Context: an optimization exercise on an open-source flow, tuned for small area, a short achievable clock period and few clock cycles. The choices shown serve that exercise and are no tape-out recipe.
Only simulation tests tie the RTL to the original design; equivalence was not proved.

==> flow/design.v (excerpt) <==
module gc_src_linear (
    input  wire        clk,
    input  wire        rst,
    input  wire        start,
    input  wire [23:0] cfg_rs,
    input  wire [23:0] cfg_rt,
    input  wire [2:0]  cfg_chm1,
    input  wire        in_valid,
    output wire        in_ready,
    input  wire [31:0] in_data,
    output reg         out_valid,
    input  wire        out_ready,
    output reg  [31:0] out_data
);
Size in the first run: roughly 8400 cells after synthesis, roughly 900 flip-flops, roughly 120 I/O pins, roughly 68000 um2 of cells after synthesis.
Settings: LEC_CHECK=0, ABC_AREA=1, CAP_MARGIN=20, CORE_MARGIN=2, CORE_UTILIZATION=40, CTS_BUF_LIST=sky130_fd_sc_hd__clkbuf_8, SETUP_SLACK_MARGIN=5, SLEW_MARGIN=20; clock period 125.0 ns.
run.sh (not shown) runs the stock make flow with config.mk's settings and CLKGATE_MAP_FILE= SYNTH_SCRIPT=/design/flow/synth_recipe.tcl, a recipe that flattens the netlist after the stock synthesis.
Testbench counts at the start, summed over its fixed seeds: cycles 276,178.
Rerun with:
--- a/flow/design.v
+++ b/flow/design.v
@@ -2017,26 +2017,16 @@
     wire fc0   = lf;                                     
     wire fc1   = lf || (ldc == chm1);                    
     wire pr0   = fc0 && odone;
     wire pr1   = fc1 && odone;
     wire ow_s  = ow && !(fdone && last);
     wire [2:0] ph_nx  = inc(ph);
     wire [2:0] ec_nx  = issue ? inc(ec) : ec;
     wire [2:0] ldc_1  = inc(ldc);
-    wire [25:0] acc_0  = pr0 ? a_fp : a_f;
-    wire [25:0] acc_1  = pr1 ? a_fp : a_f;
-    wire        ow_0   = pr0 ? a_fp[25] : ow_s;
-    wire        ow_1   = pr1 ? a_fp[25] : ow_s;
-    wire        last_0 = pr0 ? !lp_s : !lf_s;
-    wire        last_1 = pr1 ? !lp_s : !lf_s;
-    wire        fst_0  = fst && !pr0;
-    wire        fst_1  = fst && !pr1;
-    wire        zp_0   = zp && !(pr0 && !fst);
-    wire        zp_1   = zp && !(pr1 && !fst);
     wire pop = out_valid && out_ready;
     wire mv  = s_v && !cnt[1];
     wire sv_n = issue || (s_v && !mv);
     wire [1:0] cn_00 = cnt + {1'b0, mv};
     wire [1:0] cn_01 = cnt + {1'b0, mv} - 2'd1;
     function irn;
         input l, p;
         reg       prm, lfn, own, lsn, svn, ldq;
@@ -2160,21 +2150,27 @@
             s_v <= 1'b0;
             out_valid <= 1'b0;
         end else begin
             ph <= ph_nx;
             ec <= ec_nx;
             if (load) ldc <= ldc_1;
             ir <= act && (load ? (pop ? ir11 : ir10) : (pop ? ir01 : ir00));
             lf <= load ? (fc1 && !pr1) : (fc0 && !pr0);
-            acc  <= load ? acc_1 : acc_0;
-            ow   <= load ? ow_1 : ow_0;
-            last <= load ? last_1 : last_0;
-            fst  <= load ? fst_1 : fst_0;
-            zp   <= load ? zp_1 : zp_0;
+            if (load ? pr1 : pr0) begin
+                acc <= a_fp;
+                ow <= a_fp[25];
+                last <= !lp_s;
+                fst <= 1'b0;
+                if (!fst) zp <= 1'b0;
+            end else begin
+                acc <= a_f;
+                ow <= ow_s;
+                last <= !lf_s;
+            end
             if (dv && dcnt == 7'd71) begin
                 dv <= 1'b0;
                 qv <= 1'b1;
             end
             s_v <= sv_n;
             cnt <= pop ? cn_01 : cn_00;
             out_valid <= pop ? (cn_01 != 2'd0) : (cn_00 != 2'd0);
         end
The changed run went through all stages and came out clean.
Critical path depth grows by 8.
Routed wire length shrinks by about 3.6%.
Final area shrinks by about 0.55%.
Testbench counts after the change, summed over its fixed seeds: cycles 276,178.


== wip/quartz ==
gc_src_linear with an RTL version that a note above also has.
Size in the first run: ~68000 um^2 of cells after synthesis.
// gc_src_linear
module gc_src_linear (
    input  wire        clk,
    input  wire        rst,
    input  wire        start,
    input  wire [23:0] cfg_rs,
    input  wire [23:0] cfg_rt,
    input  wire [2:0]  cfg_chm1,
    input  wire        in_valid,
    output wire        in_ready,
    input  wire [31:0] in_data,
    output reg         out_valid,
    input  wire        out_ready,
    output reg  [31:0] out_data
);
    reg [2:0]  chm1;
    reg [2:0]  hd;            
    reg [23:0] rs_q, rt_q;
    reg [31:0] pr [0:7];
    reg [31:0] cr [0:7];
    wire [31:0] p_h = pr[hd];
    wire [31:0] c_h = cr[hd];
    wire load;
    integer k;
    always @(posedge clk) begin
        for (k = 0; k < 7; k = k + 1) begin
            pr[k] <= pr[k+1];
            cr[k] <= cr[k+1];
        end
        pr[7] <= load ? c_h : p_h;               
        cr[7] <= load ? in_data : c_h;
    end
    reg        act;           
    reg        ini;           
    reg        ir;            
    reg [2:0]  ph;            
    reg [2:0]  ldc;           
    reg        lf;            
    reg        ow;            
    reg [2:0]  ec;            
    reg        fst;           
    reg        zp;            
  ...
clock: 125.0 ns
lec_check: 0
abc_area: 1
cap_margin: 20
core_margin: 2
core_utilization: 40
setup_slack_margin: 5
slew_margin: 20
wip/quartz: full flow OK, the timing, design-rule and antenna checks passed
Testbench counts of wip/quartz, summed over its fixed seeds: cycles 276,178.
For wip/nickel, these inputs were changed with respect to wip/quartz:
diff --git a/flow/design.v b/flow/design.v
--- a/flow/design.v
+++ b/flow/design.v
@@ -2002,48 +2002,55 @@
     wire fdone  = issue && (ec == chm1);         
     assign in_ready = ir;
     assign load = in_valid && ir;
     wire [25:0] fz  = fdone ? {2'b0, rs_q} : 26'b0;
     wire [25:0] nrt = ~{2'b0, rt_q};
     wire [25:0] rsz = {2'b0, rs_q};
     wire [25:0] a_f, a_fp;
     rca #(26) u_af (.a(acc), .b(fz), .ci(1'b0), .s(a_f), .co());
-    rca #(26) u_afp (.a(a_f), .b(nrt), .ci(1'b1), .s(a_fp), .co());
-    wire [25:0] k3s = a_f ^ nrt ^ rsz;
-    wire [25:0] k3c = (a_f & nrt) | (a_f & rsz) | (nrt & rsz);
+    wire [25:0] k1s = acc ^ fz ^ nrt;
+    wire [25:0] k1c = (acc & fz) | (acc & nrt) | (fz & nrt);
+    rca #(26) u_afp (.a(k1s), .b({k1c[24:0], 1'b0}), .ci(1'b1), .s(a_fp), .co());
+    wire [25:0] k2s = acc ^ fz ^ rsz;
+    wire [25:0] k2c = (acc & fz) | (acc & rsz) | (fz & rsz);
+    wire [25:0] k3s = k1s ^ {k1c[24:0], 1'b0} ^ rsz;
+    wire [25:0] k3c = (k1s & {k1c[24:0], 1'b0}) | (k1s & rsz) | ({k1c[24:0], 1'b0} & rsz);
     wire        lf_s, lp_s;
-    rsg #(26) u_lf (.a(a_f), .b(rsz), .ci(1'b0), .sg(lf_s));
+    rsg #(26) u_lf (.a(k2s), .b({k2c[24:0], 1'b0}), .ci(1'b0), .sg(lf_s));
     rsg #(26) u_lp (.a(k3s), .b({k3c[24:0], 1'b0}), .ci(1'b1), .sg(lp_s));
     wire odone = !ow || (fdone && last);                 
     wire fc0   = lf;                                     
     wire fc1   = lf || (ldc == chm1);                    
     wire pr0   = fc0 && odone;
     wire pr1   = fc1 && odone;
     wire ow_s  = ow && !(fdone && last);
     wire [2:0] ph_nx  = inc(ph);
     wire [2:0] ec_nx  = issue ? inc(ec) : ec;
     wire [2:0] ldc_1  = inc(ldc);
     wire pop = out_valid && out_ready;
-    wire mv  = s_v && !cnt[1];
-    wire sv_n = issue || (s_v && !mv);
-    wire [1:0] cn_00 = cnt + {1'b0, mv};
-    wire [1:0] cn_01 = cnt + {1'b0, mv} - 2'd1;
+    wire mv0 = s_v && !cnt[1];
+    wire mv1 = s_v;
+    wire mv  = pop ? mv1 : mv0;
+    wire sv_0 = issue || (s_v && !mv0);
+    wire sv_1 = issue || (s_v && !mv1);
+    wire [1:0] cn_00 = cnt + {1'b0, mv0};
+    wire [1:0] cn_01 = cnt + {1'b0, mv1} - 2'd1;
     function irn;
         input l, p;
         reg       prm, lfn, own, lsn, svn, ldq;
         reg [2:0] ldn;
         reg [1:0] cnn;
         begin
             prm = l ? pr1 : pr0;
             lfn = (l ? fc1 : fc0) && !prm;
             own = prm ? a_fp[25] : ow_s;
             lsn = prm ? !lp_s : !lf_s;
             ldn = l ? ldc_1 : ldc;
-            svn = sv_n;
+            svn = p ? sv_1 : sv_0;
             cnn = p ? cn_01 : cn_00;
             ldq = (ldn == ec_nx) && !(svn && cnn[1]) && (ec_nx != chm1 || qv || (dv && dcnt == 7'd71));
             irn = (ph_nx == ldn) && !lfn && (!own || (lsn && ((ldn < ec_nx) || ldq)));
         end
     endfunction
     wire ir00 = irn(1'b0, 1'b0);
     wire ir01 = irn(1'b0, 1'b1);
     wire ir10 = irn(1'b1, 1'b0);
@@ -2082,18 +2089,19 @@
     wire [31:0] y;
     f32_add u_add (.a(s_p), .b({s_m[31], s_mr}), .y(y));
     always @(posedge clk) begin
         if (!s_v || mv) begin
             s_p <= prev_s;
             s_m <= m_y;
             s_r <= m_rnd;
         end
-        if (pop || (mv && cnt == 2'd0)) out_data <= cnt[1] ? sk : y;
-        if (mv && cnt == 2'd1) sk <= y;
+        if (mv && (cnt == 2'd0 || (cnt == 2'd1 && pop))) out_data <= y;
+        else if (pop && cnt[1]) out_data <= sk;
+        if (mv && ((cnt == 2'd1 && !pop) || (cnt[1] && pop))) sk <= y;
     end
     reg [31:0] sk;            
     always @(posedge clk) begin
         if (start) begin
             chm1 <= cfg_chm1;
             hd <= ~cfg_chm1;
             rs_q <= cfg_rs;
             rt_q <= cfg_rt;
@@ -2165,14 +2173,14 @@
                 acc <= a_f;
                 ow <= ow_s;
                 last <= !lf_s;
             end
             if (dv && dcnt == 7'd71) begin
                 dv <= 1'b0;
                 qv <= 1'b1;
             end
-            s_v <= sv_n;
+            s_v <= pop ? sv_1 : sv_0;
             cnt <= pop ? cn_01 : cn_00;
             out_valid <= pop ? (cn_01 != 2'd0) : (cn_00 != 2'd0);
         end
     end
 endmodule
[summary]
Taking wip/quartz as the reference, in wip/nickel well-tap cell count went up by 107, count of non-CTS inverters in the layout went up by about 6%.
Cell count along the critical path (higher): wip/quartz
The flow did not stop early for wip/nickel: all stages ran, and the layout cleared the timing, design-rule and antenna checks.
The area of the die of wip/nickel exceeds that of wip/quartz by 4200 um^2.
In wip/nickel the total met3 wirelength after detailed routing turned out about 4% higher than in wip/quartz.
On share of cell area taken by flip-flops and latches: between wip/quartz and wip/nickel, it ends up lower for wip/nickel.
wip/nickel vs wip/quartz — count of mapped cells out of synthesis climbed by a few percent
wip/quartz -> wip/nickel: final standard cell utilization of the core flat
Data arrival time of the critical path ends up higher on wip/nickel.
In wip/nickel relative to wip/quartz, number of multi-input logic gates had gone up by a few percent.
Testbench counts of wip/nickel, summed over its fixed seeds: cycles 276,178.

-- separate check: timing with driven ports --
Ports are ideal in the flow. The routed layouts listed here were re-timed in OpenROAD. Step 1 (the two cells are an assumption about what drives the block):
set clk [get_ports {clk}]
set_driving_cell -lib_cell sky130_fd_sc_hd__clkbuf_16 $clk
set_driving_cell -lib_cell sky130_fd_sc_hd__buf_2 [delete_from_list [all_inputs] $clk]
Step 2 moves the port delays by t, midway between the first and last clock arrival at a register: inputs arrive t later, outputs are due t later. That takes back most of the time a late clock gives input paths. Three values: ideal ports, drivers, drivers and shift; two values: the first two.
run | t, ns | setup WS [ns] | worst data-port slew with drivers (ns)
the first run of note 1 | 0.977 | 98.045 / 97.973 / 97.500 | 0.08
the second run of note 1 | 0.959 | 98.101 / 98.031 / 97.131 | 0.09
wip/quartz | 0.773 | 97.862 / 97.847 / 97.074 | 0.09
wip/nickel | 0.774 | 96.846 / 96.897 / 96.122 | 0.10
After both steps setup and hold are still met in every run listed. The setup slack of the second run of note 1, which loses most, moves by -0.070 ns with the drivers and by -0.970 ns with both steps.
